Source: an optimization exercise on an open RTL-to-GDS flow (aim: small area). Production flows keep margins and buffers that such runs may drop.
Function was checked by simulation only, so behaviour that the tests miss may differ from the original.
Power is estimated from default activity; no workload was simulated.

File: flow/standard.sh
#!/bin/bash
# synth_recipe.tcl (not shown) runs the flow's synth.tcl, then flattens the netlist and writes it again
# the make line also repeats each setting of config.mk as NAME=value (left out here)
make -C /OpenROAD-flow-scripts/flow DESIGN_CONFIG=/design/flow/config.mk WORK_HOME=/design/flow/orfs CLKGATE_MAP_FILE= SYNTH_SCRIPT=/design/flow/synth_recipe.tcl "${@:-finish}"
File: flow/config.mk
export PLATFORM = sky130hd
export DESIGN_NAME = pyro_radio_b
export DESIGN_NICKNAME = pyro_radio_b
export VERILOG_FILES = /design/flow/design.v
export SDC_FILE = /design/flow/constraint.sdc
export NUM_CORES = 8
export LEC_CHECK = 0
export CAP_MARGIN = 20
export CORE_MARGIN = 2
export CORE_UTILIZATION = 40
export PLACE_DENSITY = 0.8
export SLEW_MARGIN = 20
File: flow/constraint.sdc
create_clock -name core_clock -period 15.0 [get_ports {clk}]
set_input_delay 3.0000 -clock core_clock [delete_from_list [all_inputs] [get_ports {clk}]]
set_output_delay 3.0000 -clock core_clock [all_outputs]
set_load 0.01 [all_outputs]
File: flow/flow/abc_area.script
&get -n
&st
&dch
&nf
&st
&syn2
&synch2
&nf
&st
&dch
&nf -R 1000
&put
topo
stime -c
File: flow/design.v
module pyro_crc16_check (
    input  wire [175:0] frame,
    output wire         ok
);
    wire x176 = frame[33] ^ frame[34];
    wire x177 = frame[35] ^ frame[36];
    wire x178 = frame[63] ^ frame[106];
    wire x179 = frame[66] ^ frame[109];
    wire x180 = frame[64] ^ frame[107];
    wire x181 = frame[65] ^ frame[108];
    wire x182 = frame[12] ^ frame[15];
    wire x183 = frame[14] ^ frame[17];
    wire x184 = frame[20] ^ frame[69];
    wire x185 = frame[31] ^ frame[32];
    wire x186 = frame[61] ^ frame[104];
    wire x187 = frame[67] ^ frame[110];
    wire x188 = frame[68] ^ frame[111];
    wire x189 = frame[13] ^ frame[16];
    wire x190 = frame[62] ^ frame[105];
    wire x191 = frame[21] ^ frame[121];
    wire x192 = frame[70] ^ frame[113];
    wire x193 = frame[90] ^ frame[120];
    wire x194 = frame[22] ^ frame[122];
    wire x195 = frame[71] ^ frame[114];
    wire x196 = frame[23] ^ frame[123];
    wire x197 = frame[6] ^ x186;
    wire x198 = frame[11] ^ x179;
    wire x199 = frame[37] ^ x176;
    wire x200 = frame[112] ^ x184;
    wire x201 = frame[7] ^ x190;
    wire x202 = frame[8] ^ x178;
    wire x203 = frame[9] ^ x180;
    wire x204 = frame[10] ^ x181;
    wire x205 = frame[1] ^ frame[144];
    wire x206 = frame[18] ^ frame[102];
    wire x207 = frame[30] ^ frame[101];
    wire x208 = frame[2] ^ frame[145];
    wire x209 = frame[19] ^ frame[103];
    wire x210 = frame[3] ^ frame[146];
    wire x211 = frame[74] ^ frame[150];
    wire x212 = frame[115] ^ frame[151];
    wire x213 = frame[4] ^ frame[147];
    wire x214 = frame[91] ^ frame[153];
    wire x215 = frame[116] ^ frame[152];
    wire x216 = frame[25] ^ x182;
    wire x217 = frame[38] ^ x177;
    wire x218 = x185 ^ x187;
    wire x219 = frame[26] ^ x189;
    wire x220 = frame[98] ^ x183;
    wire x221 = frame[0] ^ frame[80];
    wire x222 = frame[24] ^ frame[124];
    wire x223 = frame[78] ^ frame[118];
    wire x224 = frame[81] ^ frame[157];
    wire x225 = frame[88] ^ frame[164];
    wire x226 = frame[143] ^ frame[149];
    wire x227 = frame[79] ^ frame[119];
    wire x228 = frame[82] ^ frame[158];
    wire x229 = frame[5] ^ frame[60];
    wire x230 = frame[83] ^ frame[159];
    wire x231 = frame[84] ^ frame[160];
    wire x232 = frame[85] ^ frame[161];
    wire x233 = frame[77] ^ frame[117];
    wire x234 = frame[86] ^ frame[162];
    wire x235 = frame[87] ^ frame[163];
    wire x236 = frame[156] ^ x188;
    wire x237 = frame[165] ^ x191;
    wire x238 = x192 ^ x206;
    wire x239 = frame[166] ^ x194;
    wire x240 = x195 ^ x209;
    wire x241 = frame[167] ^ x196;
    wire x242 = frame[75] ^ x212;
    wire x243 = frame[76] ^ x215;
    wire x244 = x214 ^ x233;
    wire x245 = frame[72] ^ x200;
    wire x246 = x199 ^ x217;
    wire x247 = frame[28] ^ frame[99];
    wire x248 = frame[39] ^ frame[94];
    wire x249 = frame[92] ^ frame[154];
    wire x250 = frame[95] ^ frame[127];
    wire x251 = frame[125] ^ frame[148];
    wire x252 = frame[29] ^ frame[100];
    wire x253 = frame[93] ^ frame[155];
    wire x254 = frame[58] ^ x205;
    wire x255 = frame[96] ^ x207;
    wire x256 = x193 ^ x226;
    wire x257 = x223 ^ x249;
    wire x258 = frame[59] ^ x208;
    wire x259 = x227 ^ x253;
    wire x260 = x197 ^ x225;
    wire x261 = x198 ^ x237;
    wire x262 = frame[73] ^ x201;
    wire x263 = frame[97] ^ x219;
    wire x264 = frame[126] ^ x239;
    wire x265 = frame[27] ^ x220;
    wire x266 = x202 ^ x211;
    wire x267 = x203 ^ x210;
    wire x268 = x204 ^ x213;
    wire x269 = frame[50] ^ frame[89];
    wire x270 = frame[53] ^ x251;
    wire x271 = frame[128] ^ x224;
    wire x272 = frame[168] ^ x222;
    wire x273 = frame[129] ^ x228;
    wire x274 = frame[57] ^ x221;
    wire x275 = frame[130] ^ x230;
    wire x276 = frame[131] ^ x231;
    wire x277 = frame[132] ^ x232;
    wire x278 = frame[133] ^ x234;
    wire x279 = frame[171] ^ x235;
    wire x280 = frame[44] ^ x254;
    wire x281 = frame[55] ^ x236;
    wire x282 = frame[134] ^ x256;
    wire x283 = x218 ^ x238;
    wire x284 = frame[45] ^ x258;
    wire x285 = x240 ^ x273;
    wire x286 = x241 ^ x248;
    wire x287 = frame[138] ^ x242;
    wire x288 = frame[139] ^ x243;
    wire x289 = frame[140] ^ x244;
    wire x290 = frame[40] ^ x246;
    wire x291 = frame[169] ^ x262;
    wire x292 = frame[170] ^ x264;
    wire x293 = x245 ^ x275;
    wire x294 = frame[56] ^ frame[142];
    wire x295 = frame[135] ^ frame[149];
    wire x296 = frame[41] ^ frame[42];
    wire x297 = frame[46] ^ frame[136];
    wire x298 = frame[47] ^ frame[137];
    wire x299 = frame[35] ^ frame[119];
    wire x300 = frame[52] ^ frame[120];
    wire x301 = frame[48] ^ frame[54];
    wire x302 = frame[141] ^ x247;
    wire x303 = frame[51] ^ x229;
    wire x304 = frame[43] ^ x250;
    wire x305 = x216 ^ x255;
    wire x306 = x257 ^ x270;
    wire x307 = x216 ^ x259;
    wire x308 = x198 ^ x252;
    wire x309 = x203 ^ x279;
    wire x310 = x176 ^ x204;
    wire x311 = frame[49] ^ x260;
    wire x312 = x271 ^ x283;
    wire x313 = x193 ^ x266;
    wire x314 = x274 ^ x285;
    wire x315 = frame[117] ^ x282;
    wire x316 = x177 ^ x289;
    wire x317 = x263 ^ x288;
    wire x318 = x281 ^ x311;
    wire x319 = frame[174] ^ x292;
    wire x320 = frame[41] ^ frame[69];
    wire x321 = frame[54] ^ frame[95];
    wire x322 = frame[125] ^ frame[173];
    wire x323 = frame[32] ^ frame[152];
    wire x324 = frame[0] ^ frame[52];
    wire x325 = frame[73] ^ frame[97];
    wire x326 = frame[12] ^ frame[33];
    wire x327 = frame[115] ^ frame[121];
    wire x328 = frame[13] ^ frame[118];
    wire x329 = frame[34] ^ frame[154];
    wire x330 = frame[42] ^ frame[59];
    wire x331 = frame[99] ^ frame[116];
    wire x332 = frame[122] ^ frame[145];
    wire x333 = frame[100] ^ frame[123];
    wire x334 = frame[46] ^ frame[124];
    wire x335 = frame[137] ^ frame[172];
    wire x336 = frame[47] ^ frame[94];
    wire x337 = frame[89] ^ frame[126];
    wire x338 = frame[2] ^ frame[175];
    wire x339 = frame[30] ^ frame[51];
    wire x340 = x183 ^ x250;
    wire x341 = frame[4] ^ x269;
    wire x342 = frame[96] ^ x295;
    wire x343 = frame[151] ^ x188;
    wire x344 = x180 ^ x205;
    wire x345 = x252 ^ x294;
    wire x346 = x320 ^ x322;
    wire x347 = frame[104] ^ x210;
    wire x348 = x181 ^ x208;
    wire x349 = x192 ^ x297;
    wire x350 = frame[31] ^ x296;
    wire x351 = frame[56] ^ x247;
    wire x352 = frame[93] ^ x324;
    wire x353 = frame[105] ^ x213;
    wire x354 = x195 ^ x298;
    wire x355 = frame[16] ^ x224;
    wire x356 = frame[58] ^ x194;
    wire x357 = frame[141] ^ x211;
    wire x358 = frame[17] ^ x228;
    wire x359 = frame[135] ^ x328;
    wire x360 = frame[148] ^ x229;
    wire x361 = x182 ^ x196;
    wire x362 = frame[14] ^ x299;
    wire x363 = frame[136] ^ x230;
    wire x364 = x189 ^ x222;
    wire x365 = frame[147] ^ x334;
    wire x366 = x231 ^ x335;
    wire x367 = frame[142] ^ x300;
    wire x368 = frame[1] ^ x234;
    wire x369 = x187 ^ x301;
    wire x370 = frame[20] ^ x185;
    wire x371 = frame[29] ^ x269;
    wire x372 = x221 ^ x272;
    wire x373 = x321 ^ x344;
    wire x374 = x255 ^ x347;
    wire x375 = x303 ^ x323;
    wire x376 = frame[15] ^ x238;
    wire x377 = x191 ^ x272;
    wire x378 = x197 ^ x276;
    wire x379 = x304 ^ x350;
    wire x380 = x325 ^ x353;
    wire x381 = frame[153] ^ x276;
    wire x382 = x200 ^ x207;
    wire x383 = x220 ^ x277;
    wire x384 = x243 ^ x326;
    wire x385 = x327 ^ x357;
    wire x386 = frame[43] ^ x278;
    wire x387 = frame[49] ^ x201;
    wire x388 = x244 ^ x359;
    wire x389 = x277 ^ x329;
    wire x390 = x330 ^ x361;
    wire x391 = x202 ^ x257;
    wire x392 = x235 ^ x240;
    wire x393 = x199 ^ x232;
    wire x394 = x219 ^ x278;
    wire x395 = x337 ^ x367;
    wire x396 = x218 ^ x302;
    wire x397 = x178 ^ x280;
    wire x398 = x245 ^ x261;
    wire x399 = x306 ^ x372;
    wire x400 = x284 ^ x343;
    wire x401 = frame[92] ^ x265;
    wire x402 = frame[127] ^ x286;
    wire x403 = x179 ^ x267;
    wire x404 = x265 ^ x352;
    wire x405 = x378 ^ x380;
    wire x406 = frame[102] ^ x308;
    wire x407 = frame[144] ^ x268;
    wire x408 = x383 ^ x385;
    wire x409 = frame[103] ^ x261;
    wire x410 = x266 ^ x389;
    wire x411 = x280 ^ x388;
    wire x412 = frame[155] ^ x309;
    wire x413 = x267 ^ x307;
    wire x414 = x310 ^ x366;
    wire x415 = frame[67] ^ x287;
    wire x416 = x268 ^ x336;
    wire x417 = frame[18] ^ x287;
    wire x418 = x305 ^ x371;
    wire x419 = x246 ^ x259;
    wire x420 = frame[150] ^ x290;
    wire x421 = x398 ^ x399;
    wire x422 = x312 ^ x341;
    wire x423 = x290 ^ x293;
    wire x424 = x313 ^ x401;
    wire x425 = x291 ^ x315;
    wire x426 = x314 ^ x384;
    wire x427 = x293 ^ x411;
    wire x428 = x392 ^ x413;
    wire x429 = frame[28] ^ x316;
    wire x430 = frame[19] ^ x317;
    wire x431 = frame[3] ^ x318;
    wire x432 = x319 ^ x349;
    wire x433 = x355 ^ x425;
    wire x434 = frame[5] ^ frame[172];
    wire x435 = x248 ^ x434;
    wire x436 = x302 ^ x340;
    wire x437 = x435 ^ x282;
    wire x438 = x305 ^ x436;
    wire x439 = x312 ^ x397;
    wire x440 = x437 ^ x438;
    wire x441 = x420 ^ x421;
    wire x442 = x439 ^ x440;
    wire x443 = x431 ^ x441;
    wire x444 = x442 ^ x443;
    wire x445 = frame[6] ^ frame[39];
    wire x446 = frame[91] ^ frame[112];
    wire x447 = x445 ^ x446;
    wire x448 = x237 ^ x342;
    wire x449 = x345 ^ x346;
    wire x450 = x447 ^ x263;
    wire x451 = x264 ^ x285;
    wire x452 = x307 ^ x373;
    wire x453 = x448 ^ x449;
    wire x454 = x291 ^ x400;
    wire x455 = x450 ^ x451;
    wire x456 = x452 ^ x453;
    wire x457 = x420 ^ x422;
    wire x458 = x454 ^ x455;
    wire x459 = x456 ^ x457;
    wire x460 = x458 ^ x459;
    wire x461 = frame[7] ^ frame[143];
    wire x462 = x212 ^ x296;
    wire x463 = x461 ^ x348;
    wire x464 = x462 ^ x263;
    wire x465 = x281 ^ x374;
    wire x466 = x375 ^ x463;
    wire x467 = x314 ^ x402;
    wire x468 = x464 ^ x465;
    wire x469 = x466 ^ x423;
    wire x470 = x424 ^ x467;
    wire x471 = x468 ^ x432;
    wire x472 = x469 ^ x470;
    wire x473 = x471 ^ x472;
    wire x474 = frame[8] ^ frame[39];
    wire x475 = frame[171] ^ frame[175];
    wire x476 = x214 ^ x215;
    wire x477 = x474 ^ x475;
    wire x478 = x241 ^ x242;
    wire x479 = x254 ^ x271;
    wire x480 = x351 ^ x354;
    wire x481 = x476 ^ x477;
    wire x482 = x376 ^ x377;
    wire x483 = x379 ^ x478;
    wire x484 = x479 ^ x480;
    wire x485 = x481 ^ x403;
    wire x486 = x404 ^ x405;
    wire x487 = x482 ^ x483;
    wire x488 = x484 ^ x423;
    wire x489 = x485 ^ x486;
    wire x490 = x487 ^ x488;
    wire x491 = x489 ^ x490;
    wire x492 = frame[9] ^ frame[48];
    wire x493 = frame[63] ^ frame[138];
    wire x494 = frame[165] ^ x223;
    wire x495 = x492 ^ x493;
    wire x496 = x258 ^ x356;
    wire x497 = x494 ^ x495;
    wire x498 = x379 ^ x381;
    wire x499 = x382 ^ x496;
    wire x500 = x497 ^ x406;
    wire x501 = x407 ^ x408;
    wire x502 = x498 ^ x499;
    wire x503 = x426 ^ x500;
    wire x504 = x501 ^ x502;
    wire x505 = x431 ^ x433;
    wire x506 = x503 ^ x504;
    wire x507 = x505 ^ x506;
    wire x508 = frame[10] ^ frame[64];
    wire x509 = frame[139] ^ frame[166];
    wire x510 = frame[170] ^ x227;
    wire x511 = x294 ^ x331;
    wire x512 = x332 ^ x508;
    wire x513 = x509 ^ x242;
    wire x514 = x358 ^ x360;
    wire x515 = x510 ^ x511;
    wire x516 = x512 ^ x374;
    wire x517 = x386 ^ x387;
    wire x518 = x390 ^ x513;
    wire x519 = x514 ^ x515;
    wire x520 = x409 ^ x410;
    wire x521 = x516 ^ x517;
    wire x522 = x518 ^ x519;
    wire x523 = x422 ^ x427;
    wire x524 = x520 ^ x521;
    wire x525 = x522 ^ x523;
    wire x526 = x524 ^ x525;
    wire x527 = frame[11] ^ frame[21];
    wire x528 = frame[44] ^ frame[50];
    wire x529 = frame[65] ^ frame[75];
    wire x530 = frame[140] ^ frame[146];
    wire x531 = frame[167] ^ x333;
    wire x532 = x527 ^ x528;
    wire x533 = x529 ^ x530;
    wire x534 = x239 ^ x303;
    wire x535 = x362 ^ x363;
    wire x536 = x364 ^ x531;
    wire x537 = x532 ^ x533;
    wire x538 = x283 ^ x386;
    wire x539 = x391 ^ x534;
    wire x540 = x535 ^ x536;
    wire x541 = x537 ^ x315;
    wire x542 = x400 ^ x405;
    wire x543 = x412 ^ x538;
    wire x544 = x539 ^ x540;
    wire x545 = x426 ^ x541;
    wire x546 = x542 ^ x543;
    wire x547 = x544 ^ x545;
    wire x548 = x546 ^ x547;
    wire x549 = frame[22] ^ frame[36];
    wire x550 = frame[45] ^ frame[66];
    wire x551 = frame[76] ^ frame[81];
    wire x552 = frame[101] ^ frame[106];
    wire x553 = frame[134] ^ frame[168];
    wire x554 = x251 ^ x300;
    wire x555 = x549 ^ x550;
    wire x556 = x551 ^ x552;
    wire x557 = x553 ^ x201;
    wire x558 = x236 ^ x241;
    wire x559 = x365 ^ x554;
    wire x560 = x555 ^ x556;
    wire x561 = x260 ^ x375;
    wire x562 = x557 ^ x558;
    wire x563 = x559 ^ x560;
    wire x564 = x408 ^ x414;
    wire x565 = x561 ^ x562;
    wire x566 = x563 ^ x427;
    wire x567 = x428 ^ x564;
    wire x568 = x565 ^ x566;
    wire x569 = x567 ^ x568;
    wire x570 = frame[23] ^ frame[77];
    wire x571 = frame[82] ^ frame[107];
    wire x572 = frame[122] ^ frame[156];
    wire x573 = frame[157] ^ frame[173];
    wire x574 = x295 ^ x297;
    wire x575 = x331 ^ x570;
    wire x576 = x571 ^ x572;
    wire x577 = x573 ^ x202;
    wire x578 = x362 ^ x574;
    wire x579 = x575 ^ x576;
    wire x580 = x260 ^ x284;
    wire x581 = x376 ^ x381;
    wire x582 = x393 ^ x394;
    wire x583 = x395 ^ x577;
    wire x584 = x578 ^ x579;
    wire x585 = x291 ^ x415;
    wire x586 = x416 ^ x580;
    wire x587 = x581 ^ x582;
    wire x588 = x583 ^ x584;
    wire x589 = x421 ^ x585;
    wire x590 = x586 ^ x587;
    wire x591 = x588 ^ x589;
    wire x592 = x590 ^ x591;
    wire x593 = frame[24] ^ frame[27];
    wire x594 = frame[68] ^ frame[78];
    wire x595 = frame[83] ^ frame[89];
    wire x596 = frame[108] ^ frame[158];
    wire x597 = x229 ^ x298;
    wire x598 = x333 ^ x593;
    wire x599 = x594 ^ x595;
    wire x600 = x596 ^ x217;
    wire x601 = x270 ^ x340;
    wire x602 = x368 ^ x369;
    wire x603 = x597 ^ x598;
    wire x604 = x599 ^ x261;
    wire x605 = x288 ^ x600;
    wire x606 = x601 ^ x602;
    wire x607 = x603 ^ x410;
    wire x608 = x604 ^ x605;
    wire x609 = x606 ^ x428;
    wire x610 = x607 ^ x608;
    wire x611 = x432 ^ x433;
    wire x612 = x609 ^ x610;
    wire x613 = x611 ^ x612;
    wire x614 = frame[37] ^ frame[72];
    wire x615 = frame[79] ^ frame[80];
    wire x616 = frame[84] ^ frame[101];
    wire x617 = frame[109] ^ frame[118];
    wire x618 = frame[121] ^ frame[124];
    wire x619 = frame[128] ^ frame[159];
    wire x620 = x184 ^ x338;
    wire x621 = x614 ^ x615;
    wire x622 = x616 ^ x617;
    wire x623 = x618 ^ x619;
    wire x624 = x216 ^ x342;
    wire x625 = x354 ^ x358;
    wire x626 = x369 ^ x620;
    wire x627 = x621 ^ x622;
    wire x628 = x623 ^ x394;
    wire x629 = x624 ^ x625;
    wire x630 = x626 ^ x627;
    wire x631 = x292 ^ x313;
    wire x632 = x402 ^ x407;
    wire x633 = x412 ^ x417;
    wire x634 = x628 ^ x629;
    wire x635 = x630 ^ x318;
    wire x636 = x429 ^ x631;
    wire x637 = x632 ^ x633;
    wire x638 = x634 ^ x635;
    wire x639 = x636 ^ x637;
    wire x640 = x638 ^ x639;
    wire x641 = frame[0] ^ frame[27];
    wire x642 = frame[48] ^ frame[53];
    wire x643 = frame[85] ^ frame[91];
    wire x644 = frame[113] ^ frame[129];
    wire x645 = frame[160] ^ x299;
    wire x646 = x332 ^ x641;
    wire x647 = x642 ^ x643;
    wire x648 = x644 ^ x197;
    wire x649 = x256 ^ x351;
    wire x650 = x363 ^ x370;
    wire x651 = x645 ^ x646;
    wire x652 = x647 ^ x262;
    wire x653 = x286 ^ x309;
    wire x654 = x310 ^ x648;
    wire x655 = x649 ^ x650;
    wire x656 = x651 ^ x397;
    wire x657 = x415 ^ x418;
    wire x658 = x652 ^ x653;
    wire x659 = x654 ^ x655;
    wire x660 = x430 ^ x656;
    wire x661 = x657 ^ x658;
    wire x662 = x659 ^ x660;
    wire x663 = x661 ^ x662;
    wire x664 = frame[40] ^ frame[57];
    wire x665 = frame[68] ^ frame[86];
    wire x666 = frame[114] ^ frame[123];
    wire x667 = frame[130] ^ frame[146];
    wire x668 = frame[161] ^ x225;
    wire x669 = x339 ^ x664;
    wire x670 = x665 ^ x666;
    wire x671 = x667 ^ x370;
    wire x672 = x668 ^ x669;
    wire x673 = x670 ^ x284;
    wire x674 = x373 ^ x377;
    wire x675 = x387 ^ x671;
    wire x676 = x672 ^ x317;
    wire x677 = x406 ^ x414;
    wire x678 = x673 ^ x674;
    wire x679 = x675 ^ x424;
    wire x680 = x429 ^ x676;
    wire x681 = x677 ^ x678;
    wire x682 = x679 ^ x680;
    wire x683 = x681 ^ x682;
    wire x684 = frame[55] ^ frame[60];
    wire x685 = frame[87] ^ frame[131];
    wire x686 = frame[162] ^ frame[169];
    wire x687 = x684 ^ x685;
    wire x688 = x686 ^ x346;
    wire x689 = x348 ^ x356;
    wire x690 = x365 ^ x687;
    wire x691 = x267 ^ x391;
    wire x692 = x393 ^ x396;
    wire x693 = x688 ^ x689;
    wire x694 = x690 ^ x316;
    wire x695 = x404 ^ x409;
    wire x696 = x417 ^ x418;
    wire x697 = x691 ^ x692;
    wire x698 = x693 ^ x694;
    wire x699 = x695 ^ x696;
    wire x700 = x697 ^ x698;
    wire x701 = x699 ^ x700;
    wire x702 = frame[70] ^ frame[88];
    wire x703 = frame[90] ^ frame[132];
    wire x704 = frame[163] ^ x186;
    wire x705 = x188 ^ x206;
    wire x706 = x339 ^ x702;
    wire x707 = x703 ^ x345;
    wire x708 = x368 ^ x704;
    wire x709 = x705 ^ x706;
    wire x710 = x306 ^ x390;
    wire x711 = x396 ^ x707;
    wire x712 = x708 ^ x709;
    wire x713 = x403 ^ x416;
    wire x714 = x419 ^ x710;
    wire x715 = x711 ^ x712;
    wire x716 = x319 ^ x430;
    wire x717 = x713 ^ x714;
    wire x718 = x715 ^ x716;
    wire x719 = x717 ^ x718;
    wire x720 = frame[71] ^ frame[133];
    wire x721 = frame[164] ^ x190;
    wire x722 = x209 ^ x226;
    wire x723 = x301 ^ x338;
    wire x724 = x720 ^ x218;
    wire x725 = x236 ^ x274;
    wire x726 = x279 ^ x304;
    wire x727 = x360 ^ x364;
    wire x728 = x721 ^ x722;
    wire x729 = x723 ^ x265;
    wire x730 = x268 ^ x286;
    wire x731 = x289 ^ x308;
    wire x732 = x382 ^ x395;
    wire x733 = x724 ^ x725;
    wire x734 = x726 ^ x727;
    wire x735 = x728 ^ x419;
    wire x736 = x729 ^ x730;
    wire x737 = x731 ^ x732;
    wire x738 = x733 ^ x734;
    wire x739 = x735 ^ x736;
    wire x740 = x737 ^ x738;
    wire x741 = x739 ^ x740;
    wire [15:0] r = {x741, x719, x701, x683, x663, x640, x613, x592, x569, x548, x526, x507, x491, x473, x460, x444};
    assign ok = (r == 16'h2DF9);
endmodule
module pyro_btn_entry (
    input  wire        clk,
    input  wire        rst,
    input  wire        eval,
    input  wire        v,
    input  wire        raw_state,      
    input  wire        tick,           
    input  wire [31:0] delta_r,        
    output reg  [2:0]  kind,
    output reg         stable_state,
    output reg         pending,
    output reg  [7:0]  repeat_count,
    output reg  [31:0] hold_time
);
    function [4:0] db_back(input integer n);    
        integer i;
        begin
            db_back = 5'b01111;
            for (i = 0; i < n; i = i + 1)       
                db_back = {~(db_back[0] ^ db_back[3]), db_back[4:1]};
        end
    endfunction
    function [8:0] pr_back(input integer n);    
        integer i;
        begin
            pr_back = 9'b011111111;
            for (i = 0; i < n; i = i + 1)       
                pr_back = {~(pr_back[0] ^ pr_back[5]), pr_back[8:1]};
        end
    endfunction
    localparam [4:0] DB_S = db_back(19);
    localparam [8:0] PR_P = pr_back(499);
    localparam [8:0] PR_R = pr_back(299);
    reg  [4:0] db;
    reg  [8:0] pr;
    wire db_top = &db[3:0];
    wire pr_top = &pr[7:0];
    wire [4:0] db_next = {db[3:0], ~(db[4] ^ db[2]) | db_top};
    wire [8:0] pr_next = {pr[7:0], ~(pr[8] ^ pr[4]) | pr_top};
    wire db_ok  = db_top & (db[4] | tick);    
    wire pr_ok  = pr_top & (pr[8] | tick);    
    wire [8:0] rep_c;
    wire [7:0] rep_new;
    wire       rep_all = &repeat_count;
    assign rep_c[0] = 1'b1;
    genvar k;
    generate
        for (k = 0; k < 8; k = k + 1) begin : g_rep
            assign rep_c[k + 1] = rep_c[k] & repeat_count[k];
            if (k == 0)
                assign rep_new[k] = ~pending | ~repeat_count[0] | rep_all;
            else
                assign rep_new[k] = pending & (repeat_count[k] ^ (rep_c[k] & ~rep_all));
        end
    endgenerate
    wire rc      = v ^ raw_state;
    wire accept  = (v ^ stable_state) & ~rc & db_ok;
    wire in_hold = kind[2] & kind[0];
    wire s1 = pending & pr_ok;
    wire s2 = ~s1 & accept & v;
    wire s3 = ~s1 & accept & ~v;
    wire s4 = ~s1 & ~accept & stable_state & in_hold;
    wire s5 = ~s1 & ~accept & stable_state & ~in_hold & pr_ok;
    wire        upd  = eval & s4;               
    wire        keep = ~rst & ~(eval & (s2 | s4 | s5));
    wire [32:0] hc;
    wire [31:0] hsum;
    assign hc[0] = tick;
    genvar i;
    generate
        for (i = 0; i < 32; i = i + 1) begin : g_add
            assign hsum[i]   = hold_time[i] ^ delta_r[i] ^ hc[i];
            assign hc[i + 1] = (hold_time[i] & delta_r[i]) | (hc[i] & (hold_time[i] ^ delta_r[i]));
        end
    endgenerate
    wire [31:0] hnext = ({32{upd}} & hsum) | ({32{keep}} & hold_time);
    always @(posedge clk) begin
        hold_time <= hnext;
        if (rst | (eval & rc))
            db <= DB_S;
        else if (tick)
            db <= db_next;
        if (rst | (eval & s2))
            pr <= PR_P;
        else if (eval & s3)
            pr <= PR_R;
        else if (tick)
            pr <= pr_next;
        if (rst) begin
            stable_state <= 1'b0;
            kind         <= 3'd0;
            pending      <= 1'b0;
            repeat_count <= 8'd0;
        end else if (eval) begin
            if (s2) begin
                stable_state <= 1'b1;
                repeat_count <= rep_new;
            end
            if (s3)
                stable_state <= 1'b0;
            if (s1 | s2)
                pending <= 1'b0;
            else if (s3)
                pending <= ~in_hold;
            kind <= s1 ? 3'd4 : s2 ? 3'd2 : s3 ? 3'd3 : (s4 | s5) ? 3'd5 : 3'd0;
        end
    end
endmodule
module pyro_radio_b (
    input  wire          clk,
    input  wire          rst,             
    input  wire          frame_valid,
    input  wire [175:0]  frame,
    input  wire [31:0]   now,             
    output reg           st_valid,        
    output reg  [1:0]    st_code,         
    output reg  [43:0]   ch_off,          
    output reg  [47:0]   mouse,           
    output reg  [15:0]   mbtn_raw,        
    output reg  [15:0]   key_raw,
    output reg  [1:0]    sw_stable,       
    output reg  [6:0]    sw_event,        
    output reg  [31:0]   sw_change_time,  
    output wire [65:0]   btn_event,       
    output wire [21:0]   btn_stable,
    output wire [21:0]   btn_pending,
    output wire [175:0]  btn_repeat,      
    output wire [703:0]  btn_hold_time,   
    output reg           online
);
    localparam NBTN = 22;
    wire crc_ok;
    pyro_crc16_check u_crc (.frame(frame), .ok(crc_ok));
    wire [63:0] F = frame[79:16];
    wire [10:0] ch0 = F[10:0];
    wire [10:0] ch1 = F[21:11];
    wire [10:0] ch2 = F[32:22];
    wire [10:0] ch3 = F[43:33];
    wire [1:0]  gear = F[45:44];
    wire [3:0]  fn   = F[49:46];
    wire [7:0]  mb0  = frame[8*16 +: 8];
    wire [7:0]  mb1  = frame[8*17 +: 8];
    wire [15:0] keys = frame[8*18 +: 16];
    wire range_ok = (ch0 >= 11'd364) && (ch0 <= 11'd1684) &&
                    (ch1 >= 11'd364) && (ch1 <= 11'd1684) &&
                    (ch2 >= 11'd364) && (ch2 <= 11'd1684) &&
                    (ch3 >= 11'd364) && (ch3 <= 11'd1684);
    wire commit = frame_valid && crc_ok && range_ok && !rst;
    reg         now0_q;
    reg  [31:0] delta_n;                     
    wire [31:0] delta_r = ~delta_n;
    wire        tick = now[0] ^ now0_q;
    always @(posedge clk) begin
        now0_q <= now[0];
        if (rst)
            delta_n <= ~now;                 
        else if (commit)
            delta_n <= 32'hFFFFFFFF;         
        else
            delta_n <= delta_n - {31'd0, tick};
    end
    always @(posedge clk) begin
        if (rst) begin
            st_valid       <= 1'b0;
            st_code        <= 2'd0;
            ch_off         <= 44'd0;
            mouse          <= 48'd0;
            mbtn_raw       <= 16'd0;
            key_raw        <= 16'd0;
            sw_stable      <= 2'd0;
            sw_event       <= 7'd0;
            sw_change_time <= 32'd0;
        end else begin
            st_valid <= frame_valid;
            if (frame_valid)
                st_code <= !crc_ok ? 2'd1 : !range_ok ? 2'd2 : 2'd0;
            if (commit) begin
                ch_off   <= {ch3 ^ 11'h400, ch2 ^ 11'h400, ch1 ^ 11'h400, ch0 ^ 11'h400};
                mouse    <= frame[8*10 +: 48];
                mbtn_raw <= {mb1, mb0};
                key_raw  <= keys;
                if (gear != sw_stable) begin
                    sw_event       <= {3'd1, sw_stable, gear};
                    sw_stable      <= gear;
                    sw_change_time <= now;
                end else begin
                    sw_event       <= 7'd0;
                end
            end
        end
    end
    reg  [3:0] fn_raw;
    always @(posedge clk)
        if (rst)         fn_raw <= 4'd0;
        else if (commit) fn_raw <= fn;
    wire [NBTN-1:0] levels = {fn, (mb1 != 8'd0), (mb0 != 8'd0), keys};
    wire [NBTN-1:0] raws   = {fn_raw, (mbtn_raw[15:8] != 8'd0), (mbtn_raw[7:0] != 8'd0), key_raw};
    genvar g;
    generate
        for (g = 0; g < NBTN; g = g + 1) begin : g_btn
            pyro_btn_entry u_btn (
                .clk(clk), .rst(rst), .eval(commit), .v(levels[g]), .raw_state(raws[g]),
                .tick(tick), .delta_r(delta_r),
                .kind(btn_event[3*g +: 3]), .stable_state(btn_stable[g]),
                .pending(btn_pending[g]), .repeat_count(btn_repeat[8*g +: 8]),
                .hold_time(btn_hold_time[32*g +: 32]));
        end
    endgenerate
    always @(posedge clk) begin
        if (rst)
            online <= 1'b0;
        else if (commit)
            online <= 1'b1;
        else if ((delta_r > 32'd100) || (delta_r == 32'd100 && tick))
            online <= 1'b0;
    end
endmodule
File: flow/flow/run.sh
#!/bin/bash
# Layout flow: the standard ORFS flow (standard.sh), with these changes to
# how the layout is made:
#  - synthesis is the standard flow's synthesis script with another ABC mapping script
#    (flow/synth.tcl, flow/abc_area.script): an area-recovering mapping
#    without ABC's own buffering and upsizing;
#  - the port buffers that global placement inserts are sky130_fd_sc_hd__buf_1;
#  - clock tree synthesis inserts no dummy loads.
# Each tool's full output goes to the ORFS logs under orfs/logs/, and the make
# output to flow_make.log in this folder.
set -euo pipefail
here=$(pwd)
export FLOW_ABC_SCRIPT="$here/flow/abc_area.script"
export BUFFER_PORTS_ARGS="-buffer_cell sky130_fd_sc_hd__buf_1"
export CTS_ARGS="-sink_clustering_enable -repair_clock_nets -dont_use_dummy_load -sink_clustering_size 20 -sink_clustering_max_diameter 100"
bash standard.sh SYNTH_SCRIPT="$here/flow/synth.tcl" finish > flow_make.log 2>&1
File: flow/flow/synth.tcl
# The standard flow's synthesis script (synth_recipe.tcl), with ORFS's ABC speed script
# replaced by abc_area.script from this folder: the same Yosys flow and the
# same registers, only the gate mapping of the logic differs.
proc synth {args} { yosys synth -nofsm -noshare {*}$args }
proc abc {args} {
  set i [lsearch -exact $args -script]
  if { $i >= 0 } {
    set args [lreplace $args [expr {$i + 1}] [expr {$i + 1}] $::env(FLOW_ABC_SCRIPT)]
  }
  puts "abc with: $args"
  yosys abc {*}$args
}
source $::env(SCRIPTS_DIR)/synth.tcl
# left out here: clear keep_hierarchy, flatten, clean up, hide names made inside functions, write 1_2_yosys.v
==> qor.txt, run 1 <==
min setup slack post-route -> 0.216 ns
length of the first detailed-routing pass in iterations -> 6
final setup skew -> 0.102 ns
reported leakage power -> 31.3 nW
clock period minus final worst setup slack -> 14.78 ns
ANT nets after route -> 0
global placement routability congestion -> 1.04
detailed placer's ending HPWL -> 245,000 µm
clock insertion delay at the later pin of the skew report -> 0.79 ns
final core utilization -> 47.2%
Critical Path AT -> 15.44 ns
clock sink count -> 1,502
cell chosen for the clock root -> sky130_fd_sc_hd__clkbuf_16
largest net degree at the start of global routing -> 111
number of violations of the max-capacitance limit -> 0
Layout area overhead -> 16.8%
number of buffers inserted for hold repair after clock tree synthesis -> 0
most common cell after layout, fill and taps aside -> sky130_fd_sc_hd__dfxtp_1
fraction of layout instances using a drive strength above 1 -> 8.30%
Critical Setup Path Class -> input port to flip-flop
DR vias -> 64,100
vias in the first global route -> 62,400
startpoint type of the worst setup path -> input port
max-slew violation count -> 0
clock tree from TritonCTS -> yes
slew of the pin with the lowest slew margin -> 1.07 ns
clock transition at the register clock pins on the worst setup and hold paths after CTS -> 0.08 ns
number of antenna violations at the first check in global routing -> 22
Die Height -> 432 µm
total of flip-flops plus latches after synthesis -> 1,502
Cell variety after synth -> 52
H-tree level count -> 3
data required time at the worst endpoint -> 15.65 ns
Post-Place Worst Slack -> -1.38 ns
cell seen most often among critical-path stages -> sky130_fd_sc_hd__fa_2
Post-route DRC -> 0
Die Area -> 186,000 µm²
violation count after the first detailed-routing iteration -> 6,473
count of final hold-check violations -> 0
dominant synthesized flop cell -> sky130_fd_sc_hd__dfxtp_1
hold wc startpoint -> g_btn[7].u_btn.db[1]
Async SR Flop Fraction -> 0%
final global-route overflow total -> 0
GR met2 Demand/Resource -> 51.9%
placeable core region -> 181,000 µm²
final worst path period share -> 98.6%
I/O Buffers -> 1,367
Worst path slowest cell -> sky130_fd_sc_hd__fa_1
beginning of the critical path -> now[0]
nets -> 9,449
Synth Instances -> 7,017
ports placed on the boundary -> 1,370
buffer depth of the longest clock path -> 3
Area contributors post-synth -> sky130_fd_sc_hd__dfxtp_1 41%, sky130_fd_sc_hd__fa_1 19%, sky130_fd_sc_hd__a22o_1 8.2%
Mapped Area -> 73,100 µm²
kind of end point of the critical path -> flip-flop
power density relative to cell area -> 104 nW/µm²
count of endpoints failing setup in the final report -> 0
Initial Utilization -> 40.4%
class of the tightest hold or removal check -> flip-flop to flip-flop
outcome -> complete, no violations
global routing met1 resource utilization -> 39.1%
count of fill cells added during filler insertion -> 16,700
Post-synth EDFFs -> 0
die boundary width -> 432 µm
area share of the leading cell type in the synthesized netlist -> 41.1%
All-Layer GR Usage -> 33.2%
Crit path buffers/inverters -> 6
CP max stage delay -> 0.45 ns
average cell area after synthesis -> 10.4 µm²
routing layer with the top usage in global route -> met2
Final Routed Wirelength -> 319,000 µm
area of the multi-input gates -> 43,300 µm²
met3 global-route usage -> 8.76%
library cell with the largest summed area after synthesis -> sky130_fd_sc_hd__dfxtp_1
average wire per cell in the routed design -> 29.2 µm
share of synthesized area occupied by flip-flops and latches -> 41.1%
Peak VDD IR -> 0.000100 V
kind of cell adding the most delay to the critical path -> adder cells
Cell Rows -> 156
first-pass GRT wire length -> 450,000 µm
post-detailed-route via-to-cell ratio -> 5.87
fmax -> 0.0676 GHz
crit path max fanout -> 8
max-slew headroom at the worst pin -> 28.4%
register cell area after layout -> 30,100 µm²
total of warnings raised by yosys -> 2
commonest non-fill, non-tap cells in the layout -> 1,500 x sky130_fd_sc_hd__dfxtp_1, 1,366 x sky130_fd_sc_hd__buf_1, 942 x sky130_fd_sc_hd__nor2_1
clock buffer count from CTS -> 90
Worst R2R Start -> delta_n[0]
-- worst register-to-register path, delay by kind of cell, from the launching register on --
family                   cells  cell delay, ns
AO/OA/AOI/OAI                1            0.20
buffers and inverters        4            0.75
adder cells (fa/ha/maj)     31           11.32
flip-flops                   1            0.39
-- layout make-up --
cell class / count / area share, %
Sequential cell: 1502 / 35.2
Inverter: 156 / 0.706
Timing Repair Buffer: 1497 / 7.27
Multi-Input combinational cell: 5298 / 50.7
Clock buffer: 90 / 2.64
Tap cell: 2370 / 3.47
Antenna cell: 8 / 0.0234
-- stage by stage --
stage	instances	total power, mW	hold WS (ns)	setup TNS, ns	area, µm²
2_1_floorplan	7018	5.73	0.441	-5015.46	73200
3_3_place_gp	10800	6.43	0.426	-64.33	82100
3_5_place_dp	10800	6.46	0.428	-89.57	82100
4_1_cts	10900	8.89	0.391	0	85000
5_1_grt	10900	9.21	0.394	-0.0268	85400
6_report	10900	8.90	0.384	0	85500
-- power breakdown --
group / switching [mW] / leakage [nW] / internal (mW)
clock network: 1.40 / 1.11 / 1.06
logic: 1.45 / 18.0 / 0.833
registers: 0.0850 / 12.2 / 4.07
total: 2.94 / 31.3 / 5.96
-- worst paths after layout --
kind | cells after the start | endpoint | slack (ns)
min reg2reg | 2 | g_btn[7].u_btn.db[2] | 0.38
max | 39 | g_btn[1].u_btn.hold_time[30] | 0.22
min | 2 | g_btn[7].u_btn.db[2] | 0.38
max reg2reg | 36 | g_btn[18].u_btn.hold_time[30] | 2.22
-- kinds of logic after synthesis --
family                   after synthesis  share of synthesized area, %
flip-flops                          1502                          41.1
buffers and inverters                218                          1.44
adder cells (fa/ha/maj)              693                          18.9
XOR/XNOR                             772                          9.24
other                                  1                       0.00513
multiplexers                          72                         0.985
AO/OA/AOI/OAI                       1679                          16.1
AND/OR/NAND/NOR                     2080                          12.3
-- timing repair --
item / in CTS / in global routing
resized for setup: 248 / 156
setup buffers: 2 / 0
setup endpoints to repair: 64 / 53
pin swaps: 12 / 19
cloned: 1 / 0
endpoints found under the hold margin: 0 / 0
-- registers in the layout, indices dropped and copies added (netlist names), 44 cells and up --
| signal | flops |
|---|---|
| g_btn.u_btn.db | 110 |
| ch_off | 44 |
| mouse | 48 |
| g_btn.u_btn.kind | 66 |
| g_btn.u_btn.repeat_count | 176 |
| g_btn.u_btn.pr | 198 |
| g_btn.u_btn.hold_time | 704 |
-- Yosys cell counts, types with 12 or more instances --
library cell and number:
sky130_fd_sc_hd__nand4_1 98, sky130_fd_sc_hd__clkinv_1 156, sky130_fd_sc_hd__a22o_1 683, sky130_fd_sc_hd__nor4_1 22, sky130_fd_sc_hd__fa_1 682, sky130_fd_sc_hd__buf_4 62
sky130_fd_sc_hd__xor2_1 244, sky130_fd_sc_hd__nand2_1 495, sky130_fd_sc_hd__xnor2_1 528, sky130_fd_sc_hd__o21ai_0 331, sky130_fd_sc_hd__a21oi_1 379, sky130_fd_sc_hd__o41ai_1 22
sky130_fd_sc_hd__nand2b_1 12, sky130_fd_sc_hd__a31oi_1 21, sky130_fd_sc_hd__a21boi_0 28, sky130_fd_sc_hd__mux2i_1 72, sky130_fd_sc_hd__nand3_1 117, sky130_fd_sc_hd__a22oi_1 69
sky130_fd_sc_hd__nor2_1 952, sky130_fd_sc_hd__a311oi_1 21, sky130_fd_sc_hd__or2_0 18, sky130_fd_sc_hd__o211ai_1 25, sky130_fd_sc_hd__nor3_1 225, sky130_fd_sc_hd__o21bai_1 13
sky130_fd_sc_hd__and2_0 56, sky130_fd_sc_hd__and3_1 44, sky130_fd_sc_hd__a211oi_1 33, sky130_fd_sc_hd__dfxtp_1 1502
-- layer usage --
layer | part of all wire (%) | vias up | wire length [µm]
li1 | - | 27600 | -
met1 | 36 | 31900 | 115000
met2 | 45 | 3601 | 145000
met3 | 9.4 | 1035 | 29900
met4 | 9.2 | 20 | 29300
met5 | 0.072 | - | 229
==> inputs of run 2 (changes only) <==
--- a/flow/config.mk
+++ b/flow/config.mk
@@ -8,5 +8,4 @@
 export CAP_MARGIN = 20
 export CORE_MARGIN = 2
 export CORE_UTILIZATION = 40
-export PLACE_DENSITY = 0.8
 export SLEW_MARGIN = 20
==> qor.txt, run 2 <==
Cell Rows -> 156 (unchanged)
CP max stage delay -> 0.43 ns (-0.02 ns)
die boundary width -> 432 µm (unchanged)
commonest non-fill, non-tap cells in the layout -> 1,500 x sky130_fd_sc_hd__dfxtp_1, 1,365 x sky130_fd_sc_hd__buf_1, 942 x sky130_fd_sc_hd__nor2_1
outcome -> complete, no violations
number of buffers inserted for hold repair after clock tree synthesis -> 0 (unchanged)
placed insts -> 10,800 (+0.0092%)
nets -> 9,450 (+0.011%)
PnR Total Power -> 8.87 mW (-0.33%)
total of flip-flops plus latches after synthesis -> 1,502 (unchanged)
Die Height -> 432 µm (unchanged)
length of the first detailed-routing pass in iterations -> 6 (unchanged)
filler-free cell count of the finished design -> 10,900 (+0.027%)
number of flip-flops in the largest register -> 704 (unchanged)
first-pass GRT wire length -> 455,000 µm (+1.1%)
share of total power in the clock network -> 27.5% (-0.2 points)
slew of the pin with the lowest slew margin -> 1.10 ns (+0.0271 ns)
max-slew violation count -> 0 (unchanged)
average cell area after synthesis -> 10.4 µm² (unchanged)
vias in the first global route -> 60,200 (-3.5%)
Top reg by flops -> g_btn.u_btn.hold_time
final core utilization -> 47.1% (about the same)
placed cell areas -> 82,100 µm² (about the same)
Layout area overhead -> 16.8% (about the same)
I/O Buffers -> 1,367 (unchanged)
clock insertion delay at the later pin of the skew report -> 0.77 ns (-0.02 ns)
Reg2Reg Setup Slack -> 1.89 ns (-0.33 ns)
final worst path period share -> 98.3% (-0.21 points)
Area contributors post-synth -> sky130_fd_sc_hd__dfxtp_1 41%, sky130_fd_sc_hd__fa_1 19%, sky130_fd_sc_hd__a22o_1 8.2%
power density relative to cell area -> 104 nW/µm² (-0.26%)
sequential share of power -> 46.6% (about the same)
Hold Path Sink -> g_btn[15].u_btn.kind[1]
detailed placer's ending HPWL -> 249,000 µm (+1.7%)
post-detailed-route via-to-cell ratio -> 5.74 (-2.2%)
number of cells on the worst hold path -> 2 (unchanged)
startpoint type of the worst setup path -> input port
DR vias -> 62,700 (-2.2%)
global placement routability congestion -> 1.01 (-2.6%)
violation count after the first detailed-routing iteration -> 5,605 (-13%)
final setup skew -> 0.0898 ns (-0.0125 ns)
most frequent cell after synthesis -> sky130_fd_sc_hd__dfxtp_1
clock period minus final worst setup slack -> 14.75 ns (-0.0318 ns)
clock sink count -> 1,502 (unchanged)
kind of end point of the critical path -> flip-flop
share of synthesized area occupied by flip-flops and latches -> 41.1% (unchanged)
kind of cell adding the most delay to the critical path -> adder cells
placeable core region -> 181,000 µm² (unchanged)
crit path max fanout -> 6 (-2)
final global-route overflow total -> 0 (unchanged)
most common cell after layout, fill and taps aside -> sky130_fd_sc_hd__dfxtp_1
max-slew headroom at the worst pin -> 26.4% (-2.0 points)
buffer depth of the longest clock path -> 3 (unchanged)
count of final hold-check violations -> 0 (unchanged)
fmax -> 0.0678 GHz (+0.22%)
largest net degree at the start of global routing -> 116 (+4.5%)
clock transition at the register clock pins on the worst setup and hold paths after CTS -> 0.09 ns (about the same)
Synth Instances -> 7,017 (unchanged)
clock buffer count from CTS -> 87 (-3.3%)
Critical Path AT -> 15.39 ns (-0.05 ns)
commonest cells in the netlist -> 1,502 x sky130_fd_sc_hd__dfxtp_1, 952 x sky130_fd_sc_hd__nor2_1, 683 x sky130_fd_sc_hd__a22o_1, 682 x sky130_fd_sc_hd__fa_1, 528 x sky130_fd_sc_hd__xnor2_1
Critical Setup Path Class -> input port to flip-flop
total of warnings raised by yosys -> 2 (unchanged)
data required time at the worst endpoint -> 15.64 ns (about the same)
average wire per cell in the routed design -> 29.7 µm (+1.8%)
reported leakage power -> 31.3 nW (about the same)
Post-Place Worst Slack -> -1.35 ns (+0.0315 ns)
library cell with the largest summed area after synthesis -> sky130_fd_sc_hd__dfxtp_1
Initial Utilization -> 40.4% (unchanged)
Switching Power -> 2.94 mW (+0.11%)
internal power -> 5.93 mW (-0.55%)
ports placed on the boundary -> 1,370 (unchanged)
Reg-to-Reg End -> g_btn[11].u_btn.hold_time[30]
dominant synthesized flop cell -> sky130_fd_sc_hd__dfxtp_1
fraction of power consumed by combinational cells -> 25.9% (+0.2 points)
proportion of total power due to net switching -> 33.2% (+0.15 points)
final standard cell area without fillers -> 85,400 µm² (about the same)
area share of the leading cell type in the synthesized netlist -> 41.1% (unchanged)
Final Routed Wirelength -> 325,000 µm (+1.8%)
ANT nets after route -> 0 (unchanged)
cell chosen for the clock root -> sky130_fd_sc_hd__clkbuf_16
count of endpoints failing setup in the final report -> 0 (unchanged)
Crit path buffers/inverters -> 6 (unchanged)
largest registers in the final layout -> g_btn.u_btn.hold_time: 704 flops, g_btn.u_btn.pr: 198 flops, g_btn.u_btn.repeat_count: 176 flops
number of cell instances on the worst register-to-register path -> 36 (unchanged)
Cell variety after synth -> 52 (unchanged)
fraction of layout instances using a drive strength above 1 -> 8.06% (-0.24 points)
number of antenna violations at the first check in global routing -> 15 (-32%)
Die Area -> 186,000 µm² (unchanged)
Post-route DRC -> 0 (unchanged)
H-tree level count -> 3 (unchanged)
count of fill cells added during filler insertion -> 17,300 (+3.5%)
number of violations of the max-capacitance limit -> 0 (unchanged)
Peak VDD IR -> 0.0000917 V (-8.7%)
hold wc startpoint -> g_btn[15].u_btn.kind[1]
cell seen most often among critical-path stages -> sky130_fd_sc_hd__fa_2
Async SR Flop Fraction -> 0% (unchanged)
class of the tightest hold or removal check -> flip-flop to flip-flop
Worst path slowest cell -> sky130_fd_sc_hd__fa_1
Post-synth EDFFs -> 0 (unchanged)
clock tree from TritonCTS -> yes
Worst R2R Start -> delta_n[0]
min setup slack post-route -> 0.248 ns (+0.0318 ns)
Mapped Area -> 73,100 µm² (unchanged)
All-Layer GR Usage -> 33.9% (+0.72 points)
## run 2: cell counts after synthesis
No cell type changed its count.
## run 2: tightest hold or removal path, stage by stage, from the launching register on
cell and delay (ns):
sky130_fd_sc_hd__dfxtp_1 0.32, sky130_fd_sc_hd__nand2_1 0.05, sky130_fd_sc_hd__nand2_1 0.04
## run 2: worst max-delay path by stage
stage            from                       endpoint  slack (ns)  cells after the start
2_1_floorplan  now[0]   g_btn[0].u_btn.hold_time[30]      -12.05                     36
3_3_place_gp   now[0]  g_btn[10].u_btn.hold_time[31]       -1.20                     40
3_5_place_dp   now[0]  g_btn[10].u_btn.hold_time[31]       -1.35                     40
4_1_cts        now[0]   g_btn[1].u_btn.hold_time[30]      0.0006                     39
5_1_grt        now[0]  g_btn[21].u_btn.hold_time[31]       -0.02                     40
6_report       now[0]   g_btn[2].u_btn.hold_time[30]        0.25                     39
## run 2: area by class of cell
cell class / instances / area, µm² / share of cell area, %
clock buffers: 87 / 2180 / 2.55
flip-flops and latches: 1502 / 30100 / 35.2
repair buffers: 1501 / 6240 / 7.31
multi-input cells: 5298 / 43300 / 50.7
inverters: 156 / 621 / 0.727
diodes: 10 / 25.0 / 0.0293
well taps: 2370 / 2970 / 3.47
## run 2: metal layers
layer,track usage (%),vias up,share of wire (%)
met2,53.2,2711,46
met4,23.5,4,8.3
met1,41.7,31800,38
met5,0,-,0.0080
li1,-,27600,-
met3,7.30,650,7.6
## run 2: kinds of logic after synthesis
family / after synthesis / share of synthesized area, %
AOI/OAI and AO/OA: 1679 / 16.1
xor gates and xnor gates: 772 / 9.24
adders and majority gates: 693 / 18.9
buffers and inverters: 218 / 1.44
DFF: 1502 / 41.1
muxes: 72 / 0.985
other: 1 / 0.00513
and+or+nand+nor: 2080 / 12.3
## run 2: power groups by stage
stage	clock (mW)	sequential, mW	combinational [mW]
4_1_cts	2.48	4.14	2.26
3_5_place_dp	0	4.23	2.23
3_3_place_gp	0	4.23	2.24
6_report	2.44	4.14	2.30
5_1_grt	2.60	4.15	2.48
2_1_floorplan	0	4.21	1.51
## run 2: what timing repair did
item / CTS / global route
pin swaps: 16 / 28
resized for setup: 199 / 190
endpoints found under the setup margin: 57 / 54
buffers inserted: 4 / 3
## run 2: metrics by stage
step           hold WS (ns)  setup TNS (ns)
2_1_floorplan         0.441        -5015.46
3_3_place_gp          0.428          -64.92
3_5_place_dp          0.428          -82.82
4_1_cts               0.440               0
5_1_grt               0.472         -0.0790
6_report              0.440               0
==> inputs of run 3 (changes only) <==
==> flow/flow/abc_area.script (replaced) <==
&get -n
&st
&dch
&nf
&st
&syn2
&synch2
&nf
&st
&dch
&nf -R 1000
&st
&dch -f
&nf -R 1000 -p
&put
topo
stime -c
==> qor.txt, run 3 <==
reported leakage power -> 31.3 nW (about the same)
Top reg by flops -> g_btn.u_btn.hold_time
power density relative to cell area -> 105 nW/µm² (+0.62%)
H-tree level count -> 3 (unchanged)
kind of end point of the critical path -> flip-flop
Layout area overhead -> 16.8% (about the same)
data required time at the worst endpoint -> 15.67 ns (+0.03 ns)
filler-free cell count of the finished design -> 10,700 (-1.7%)
vias in the first global route -> 58,900 (-2.2%)
Cell variety after synth -> 54 (+3.8%)
count of endpoints failing setup in the final report -> 0 (unchanged)
fmax -> 0.0677 GHz (about the same)
cell chosen for the clock root -> sky130_fd_sc_hd__clkbuf_16
Cell Rows -> 156 (unchanged)
clock tree from TritonCTS -> yes
Die Area -> 185,000 µm² (-0.70%)
buffer depth of the longest clock path -> 3 (unchanged)
die boundary width -> 430 µm (-0.35%)
most common cell after layout, fill and taps aside -> sky130_fd_sc_hd__dfxtp_1
clock buffer count from CTS -> 88 (+1.1%)
Initial Utilization -> 40.2% (-0.15 points)
share of synthesized area occupied by flip-flops and latches -> 41.4% (+0.29 points)
detailed placer's ending HPWL -> 239,000 µm (-3.8%)
Die Height -> 430 µm (-0.35%)
commonest non-fill, non-tap cells in the layout -> 1,500 x sky130_fd_sc_hd__dfxtp_1, 1,365 x sky130_fd_sc_hd__buf_1, 793 x sky130_fd_sc_hd__a22o_1
area share of the leading cell type in the synthesized netlist -> 41.4% (+0.29 points)
All-Layer GR Usage -> 32.7% (-1.2 points)
DR vias -> 61,000 (-2.7%)
Post-synth EDFFs -> 0 (unchanged)
cell seen most often among critical-path stages -> sky130_fd_sc_hd__fa_1
post-detailed-route via-to-cell ratio -> 5.68 (-1.0%)
final setup skew -> 0.100 ns (+0.0107 ns)
Worst path slowest cell -> sky130_fd_sc_hd__fa_1
number of violations of the max-capacitance limit -> 0 (unchanged)
dominant synthesized flop cell -> sky130_fd_sc_hd__dfxtp_1
final global-route overflow total -> 0 (unchanged)
clock transition at the register clock pins on the worst setup and hold paths after CTS -> 0.09 ns (about the same)
total of warnings raised by yosys -> 2 (unchanged)
startpoint type of the worst setup path -> input port
nets -> 9,258 (-2.0%)
max-slew violation count -> 0 (unchanged)
average wire per cell in the routed design -> 29.0 µm (-2.5%)
Async SR Flop Fraction -> 0% (unchanged)
Synth Instances -> 6,823 (-2.8%)
final worst path period share -> 98.4% (about the same)
clock sink count -> 1,502 (unchanged)
max-slew headroom at the worst pin -> 23.5% (-2.9 points)
most frequent cell after synthesis -> sky130_fd_sc_hd__dfxtp_1
Mapped Area -> 72,600 µm² (-0.70%)
count of final hold-check violations -> 0 (unchanged)
slew of the pin with the lowest slew margin -> 1.15 ns (+0.0465 ns)
ANT nets after route -> 0 (unchanged)
average cell area after synthesis -> 10.6 µm² (+2.1%)
outcome -> complete, no violations
length of the first detailed-routing pass in iterations -> 7 (+1)
violation count after the first detailed-routing iteration -> 4,962 (-11%)
placeable core region -> 181,000 µm² (-0.32%)
fraction of layout instances using a drive strength above 1 -> 7.99% (-0.078 points)
Critical Path AT -> 15.43 ns (+0.04 ns)
number of buffers inserted for hold repair after clock tree synthesis -> 0 (unchanged)
Post-Place Worst Slack -> -1.28 ns (+0.0705 ns)
number of antenna violations at the first check in global routing -> 21 (+6)
total of flip-flops plus latches after synthesis -> 1,502 (unchanged)
global placement routability congestion -> 1.00 (-1.3%)
largest registers in the final layout -> g_btn.u_btn.hold_time: 704 flops, g_btn.u_btn.pr: 198 flops, g_btn.u_btn.repeat_count: 176 flops
I/O Buffers -> 1,367 (unchanged)
Final Routed Wirelength -> 311,000 µm (-4.2%)
CP max stage delay -> 0.43 ns (about the same)
largest net degree at the start of global routing -> 131 (+13%)
Post-route DRC -> 0 (unchanged)
class of the tightest hold or removal check -> flip-flop to flip-flop
PnR Total Power -> 8.87 mW (about the same)
library cell with the largest summed area after synthesis -> sky130_fd_sc_hd__dfxtp_1
placed insts -> 10,600 (-1.8%)
first-pass GRT wire length -> 439,000 µm (-3.5%)
commonest cells in the netlist -> 1,502 x sky130_fd_sc_hd__dfxtp_1, 793 x sky130_fd_sc_hd__a22o_1, 723 x sky130_fd_sc_hd__nor2_1, 682 x sky130_fd_sc_hd__fa_1, 558 x sky130_fd_sc_hd__nand2_1
Critical Setup Path Class -> input port to flip-flop
Peak VDD IR -> 0.0000846 V (-7.8%)
Area contributors post-synth -> sky130_fd_sc_hd__dfxtp_1 41%, sky130_fd_sc_hd__fa_1 19%, sky130_fd_sc_hd__a22o_1 9.6%
number of flip-flops in the largest register -> 704 (unchanged)
clock insertion delay at the later pin of the skew report -> 0.77 ns (about the same)
crit path max fanout -> 5 (-1)
ports placed on the boundary -> 1,370 (unchanged)
clock period minus final worst setup slack -> 14.76 ns (+0.0115 ns)
min setup slack post-route -> 0.236 ns (-0.0115 ns)
[run 3: cell types whose count changed after synthesis, sizes merged, moves of 21 or more]
cell,delta
a21oi,-44
a22o,+110
a22oi,-47
nand2,+63
nor2,-229
nor2b,+71
nor3,-55
nor3b,+25
o211ai,-21
o21ai,-39
o22ai,+58
o41ai,-22
xnor2,-34
[run 3: area by class of cell]
type                    instances  area, µm²
diodes                         12       30.0
clock buffers                  88       2200
fillers                     17200      95700
inverters                     142        578
multi-input cells            5118      42800
flip-flops and latches       1502      30100
well taps                    2370       2970
repair buffers               1501       6220
repair inverters                1       8.76
[run 3: final timing paths]
path	from	end	slack, ns	cells after the start
max	now[0]	g_btn[17].u_btn.hold_time[30]	0.24	38
min reg2reg	g_btn[5].u_btn.kind[1]	g_btn[5].u_btn.kind[1]	0.44	2
min	g_btn[5].u_btn.kind[1]	g_btn[5].u_btn.kind[1]	0.44	2
max reg2reg	delta_n[0]	g_btn[8].u_btn.hold_time[30]	1.83	36
[run 3: routing by layer]
metal  wire [µm]  share of wire [%]  GRT usage (%)  vias to the layer above
li1            -                  -              -                    27100
met1      119000                 38           38.9                    30700
met5         119              0.038              0                        -
met4       24100                7.8           20.6                       18
met2      144000                 46           52.8                     2492
met3       23800                7.6           8.42                      681
[run 3: repair_timing]
action                     4_1_cts  5_1_grt
pin swaps                       12       14
cloned                           1        0
resized for setup              206      152
hold endpoints to repair         0        0
buffers inserted                 4        0
setup endpoints to repair       51       53
[run 3: per-stage QoR]
stage	hold WS, ns	util, %	TNS [ns]	area [µm²]
CTS	0.445	46.7	0	84400
global route	0.451	47.0	-0.0148	84800
floorplan	0.452	-	-6140.54	72700
finish	0.443	47.0	0	84900
global placement	0.426	45.2	-59.48	81600
detailed placement	0.433	45.2	-79.95	81600
[run 3: power breakdown]
part           switching [mW]  internal (mW)  leakage (nW)  total [mW]
clock network            1.41           1.04          1.08        2.45
registers               0.101           4.09          12.2        4.19
logic                    1.40          0.834          18.0        2.23
[run 3: cells by family (layout without fill, tap and decap cells)]
| family | Yosys count | count (layout) | share of synthesized area [%] |
|---|---|---|---|
| fa+ha+maj | 693 | 693 | 19.0 |
| xor+xnor | 730 | 730 | 8.86 |
| mux | 68 | 68 | 0.937 |
| other cells | 1 | 14 | 0.00516 |
| compound gates | 1663 | 1663 | 16.3 |
| flops | 1502 | 1502 | 41.4 |
| buf+inv | 204 | 1732 | 1.37 |
| simple gates | 1962 | 1962 | 12.1 |
[run 3: critical path, delay by kind of cell]
family / cells / cell delay, ns
AO/OA/AOI/OAI: 1 / 0.20
XOR/XNOR: 1 / 0.20
adder cells (fa/ha/maj): 31 / 11.46
buffers and inverters: 5 / 0.54
==> inputs of run 4 (changes only) <==
--- a/flow/config.mk
+++ b/flow/config.mk
@@ -8,4 +8,5 @@
 export CAP_MARGIN = 20
 export CORE_MARGIN = 2
 export CORE_UTILIZATION = 40
+export GPL_ROUTABILITY_DRIVEN = 0
 export SLEW_MARGIN = 20
==> qor.txt, run 4 <==
clock insertion delay at the later pin of the skew report -> 0.76 ns (about the same)
placeable core region -> 181,000 µm² (unchanged)
Final Routed Wirelength -> 308,000 µm (-1.1%)
final global-route overflow total -> 0 (unchanged)
post-detailed-route via-to-cell ratio -> 5.72 (+0.60%)
largest net degree at the start of global routing -> 174 (+33%)
Worst R2R Start -> delta_n[0]
number of cell instances on the worst register-to-register path -> 36 (unchanged)
outcome -> complete, no violations
area share of the leading cell type in the synthesized netlist -> 41.4% (unchanged)
Layout area overhead -> 17.0%
Cell Rows -> 156 (unchanged)
Reg-to-Reg End -> g_btn[17].u_btn.hold_time[30]
Async SR Flop Fraction -> 0% (unchanged)
most common cell after layout, fill and taps aside -> sky130_fd_sc_hd__dfxtp_1
die boundary width -> 430 µm (unchanged)
Post-synth EDFFs -> 0 (unchanged)
end point of the critical path -> g_btn[3].u_btn.hold_time[30]
cell chosen for the clock root -> sky130_fd_sc_hd__clkbuf_16
clock sink count -> 1,502 (unchanged)
H-tree level count -> 3 (unchanged)
count of final hold-check violations -> 0 (unchanged)
Peak VDD IR -> 0.000115 V (+36%)
clock period minus final worst setup slack -> 14.79 ns (+0.0221 ns)
average wire per cell in the routed design -> 28.6 µm (-1.2%)
Post-route DRC -> 0 (unchanged)
Cell variety after synth -> 54 (unchanged)
Mapped Area -> 72,600 µm² (unchanged)
Worst path slowest cell -> sky130_fd_sc_hd__fa_1
max-slew violation count -> 0 (unchanged)
detailed placer's ending HPWL -> 235,000 µm (-1.9%)
startpoint type of the worst setup path -> input port
length of the first detailed-routing pass in iterations -> 6 (-1)
Top reg by flops -> g_btn.u_btn.hold_time
ports placed on the boundary -> 1,370 (unchanged)
first-pass GRT wire length -> 434,000 µm (-1.1%)
beginning of the critical path -> now[0]
number of buffers inserted for hold repair after clock tree synthesis -> 0 (unchanged)
vias in the first global route -> 58,600 (-0.50%)
kind of end point of the critical path -> flip-flop
ANT nets after route -> 0 (unchanged)
final worst path period share -> 98.6% (+0.15 points)
fraction of layout instances using a drive strength above 1 -> 8.32% (+0.34 points)
crit path max fanout -> 8 (+3)
CP max stage delay -> 0.43 ns (about the same)
Critical Path AT -> 15.40 ns (-0.03 ns)
clock tree from TritonCTS -> yes
Die Height -> 430 µm (unchanged)
Die Area -> 185,000 µm² (unchanged)
total of warnings raised by yosys -> 2 (unchanged)
DR vias -> 61,400 (+0.64%)
clock buffer count from CTS -> 89 (+1.1%)
class of the tightest hold or removal check -> flip-flop to flip-flop
count of endpoints failing setup in the final report -> 0 (unchanged)
number of flip-flops in the largest register -> 704 (unchanged)
data required time at the worst endpoint -> 15.62 ns (-0.05 ns)
I/O Buffers -> 1,367 (unchanged)
Critical Setup Path Class -> input port to flip-flop
All-Layer GR Usage -> 32.3% (-0.45 points)
Initial Utilization -> 40.2% (unchanged)
dominant synthesized flop cell -> sky130_fd_sc_hd__dfxtp_1
max-slew headroom at the worst pin -> 23.9% (+0.40 points)
power density relative to cell area -> 104 nW/µm² (-0.36%)
fmax -> 0.0676 GHz (-0.15%)
buffer depth of the longest clock path -> 3 (unchanged)
number of antenna violations at the first check in global routing -> 21 (unchanged)
Final TNS setup -> 0 ns (unchanged)
library cell with the largest summed area after synthesis -> sky130_fd_sc_hd__dfxtp_1
average cell area after synthesis -> 10.6 µm² (unchanged)
commonest non-fill, non-tap cells in the layout -> 1,500 x sky130_fd_sc_hd__dfxtp_1, 1,366 x sky130_fd_sc_hd__buf_1, 793 x sky130_fd_sc_hd__a22o_1
reported leakage power -> 31.2 nW (-0.22%)
nets -> 9,255 (-0.032%)
commonest cells in the netlist -> 1,502 x sky130_fd_sc_hd__dfxtp_1, 793 x sky130_fd_sc_hd__a22o_1, 723 x sky130_fd_sc_hd__nor2_1, 682 x sky130_fd_sc_hd__fa_1, 558 x sky130_fd_sc_hd__nand2_1
slew of the pin with the lowest slew margin -> 1.14 ns (-0.00605 ns)
cell seen most often among critical-path stages -> sky130_fd_sc_hd__fa_1
most frequent cell after synthesis -> sky130_fd_sc_hd__dfxtp_1
share of synthesized area occupied by flip-flops and latches -> 41.4% (unchanged)
final setup skew -> 0.0898 ns (-0.0107 ns)
Worst Hold Slack -> 0.438 ns (-0.00537 ns)
Area contributors post-synth -> sky130_fd_sc_hd__dfxtp_1 41%, sky130_fd_sc_hd__fa_1 19%, sky130_fd_sc_hd__a22o_1 9.6%
Synth Instances -> 6,823 (unchanged)
violation count after the first detailed-routing iteration -> 5,566 (+12%)
number of violations of the max-capacitance limit -> 0 (unchanged)
Reg2Reg Setup Slack -> 1.97 ns (+0.14 ns)
clock transition at the register clock pins on the worst setup and hold paths after CTS -> 0.09 ns (about the same)
largest registers in the final layout -> g_btn.u_btn.hold_time: 704 flops, g_btn.u_btn.pr: 198 flops, g_btn.u_btn.repeat_count: 176 flops
total of flip-flops plus latches after synthesis -> 1,502 (unchanged)
-- run 4: cell counts after synthesis --
No cell type changed its count.
-- run 4: layout make-up --
class,instances,area (µm²)
diodes,19,47.5
fillers,17100,95600
clock buffers,89,2230
repair buffers,1497,6200
repair inverters,1,8.76
inverters,142,578
flip-flops and latches,1502,30100
well taps,2370,2970
multi-input cells,5118,42900
-- run 4: worst min-delay path by stage --
| stage | from | to | slack, ns | cells past startpoint |
|---|---|---|---|---|
| after global routing | g_btn[13].u_btn.kind[1] | g_btn[13].u_btn.kind[1] | 0.46 | 2 |
| after detailed placement | g_btn[13].u_btn.kind[1] | g_btn[13].u_btn.kind[1] | 0.43 | 2 |
| final | g_btn[13].u_btn.kind[1] | g_btn[13].u_btn.kind[1] | 0.44 | 2 |
| after global placement | g_btn[13].u_btn.kind[1] | g_btn[13].u_btn.kind[1] | 0.43 | 2 |
| after CTS | g_btn[13].u_btn.kind[1] | g_btn[13].u_btn.kind[1] | 0.44 | 2 |
| after floorplan | g_btn[0].u_btn.pending | g_btn[0].u_btn.repeat_count[0] | 0.45 | 1 |
-- run 4: cell families after synthesis --
family / synth area share (%)
AOI/OAI and AO/OA: 16.3
buffers and inverters: 1.37
muxes: 0.937
adders and majority gates: 19.0
DFF: 41.4
other: 0.00516
and+or+nand+nor: 12.1
xor gates and xnor gates: 8.86
-- run 4: per-layer routing --
metal | global-route usage, % | up-vias | wire length [µm]
li1 | - | 27100 | -
met1 | 38.6 | 30700 | 115000
met2 | 51.6 | 2771 | 141000
met3 | 7.93 | 776 | 25500
met4 | 21.7 | 12 | 25600
met5 | 0 | - | 81
-- run 4: power breakdown --
group / internal [mW] / switching [mW]
combinational: 0.836 / 1.36
clock: 1.05 / 1.41
sequential: 4.09 / 0.102
total: 5.98 / 2.87
-- run 4: timing repair --
| item | 4_1_cts | 5_1_grt |
|---|---|---|
| setup endpoints to repair | 59 | 55 |
| cloned | 1 | 0 |
| pin swaps | 12 | 18 |
| gates resized for setup | 229 | 166 |
| setup buffers | 4 | 1 |
-- run 4: worst max-delay path: cells and delay by family --
family          cells  cell delay, ns
compound gates      1            0.20
xor+xnor            1            0.18
fa+ha+maj          31           11.24
buf+inv             6            0.78
-- run 4: through the flow --
stage                     std cells  worst slack [ns]  instance area (µm²)  power [mW]  utilization, %
after floorplan                6824            -12.13                72700        5.76               -
after global placement        10600             -1.13                81600        6.36            45.2
after detailed placement      10600             -1.35                81600        6.39            45.2
after CTS                     10700          0.000389                84400        8.84            46.8
after global routing          10700           -0.0174                84900        9.18            47.0
final                         10700             0.214                85000        8.85            47.1

port drivers added, routing unchanged:
How much do the figures lean on ideal ports? The routed layouts below were timed once more, with nothing changed but the port constraints.
Step 1 assumes that a clkbuf_16 drives the clock port and a buf_2 every other input.
Step 2 also shifts input and output timing later by t, the mid clock arrival at the registers, as if the neighbouring blocks saw the same clock.
Slacks: ideal / step 1 / step 2; pairs: ideal / step 1.
run	t, ns	slack for setup (ns)	worst slew at a driven data input, ns
run 1	0.816	0.216 / 0.265 / -0.551	0.15
run 2	0.823	0.248 / 0.281 / -0.542	0.30
run 3	0.819	0.236 / 0.286 / -0.532	0.18
run 4	0.809	0.214 / 0.287 / -0.522	0.16
Met with ideal ports but missed after step 2: setup timing in every run listed. For run 2, which loses most, drivers alone change the setup slack by +0.033 ns; drivers and shift together by -0.790 ns.
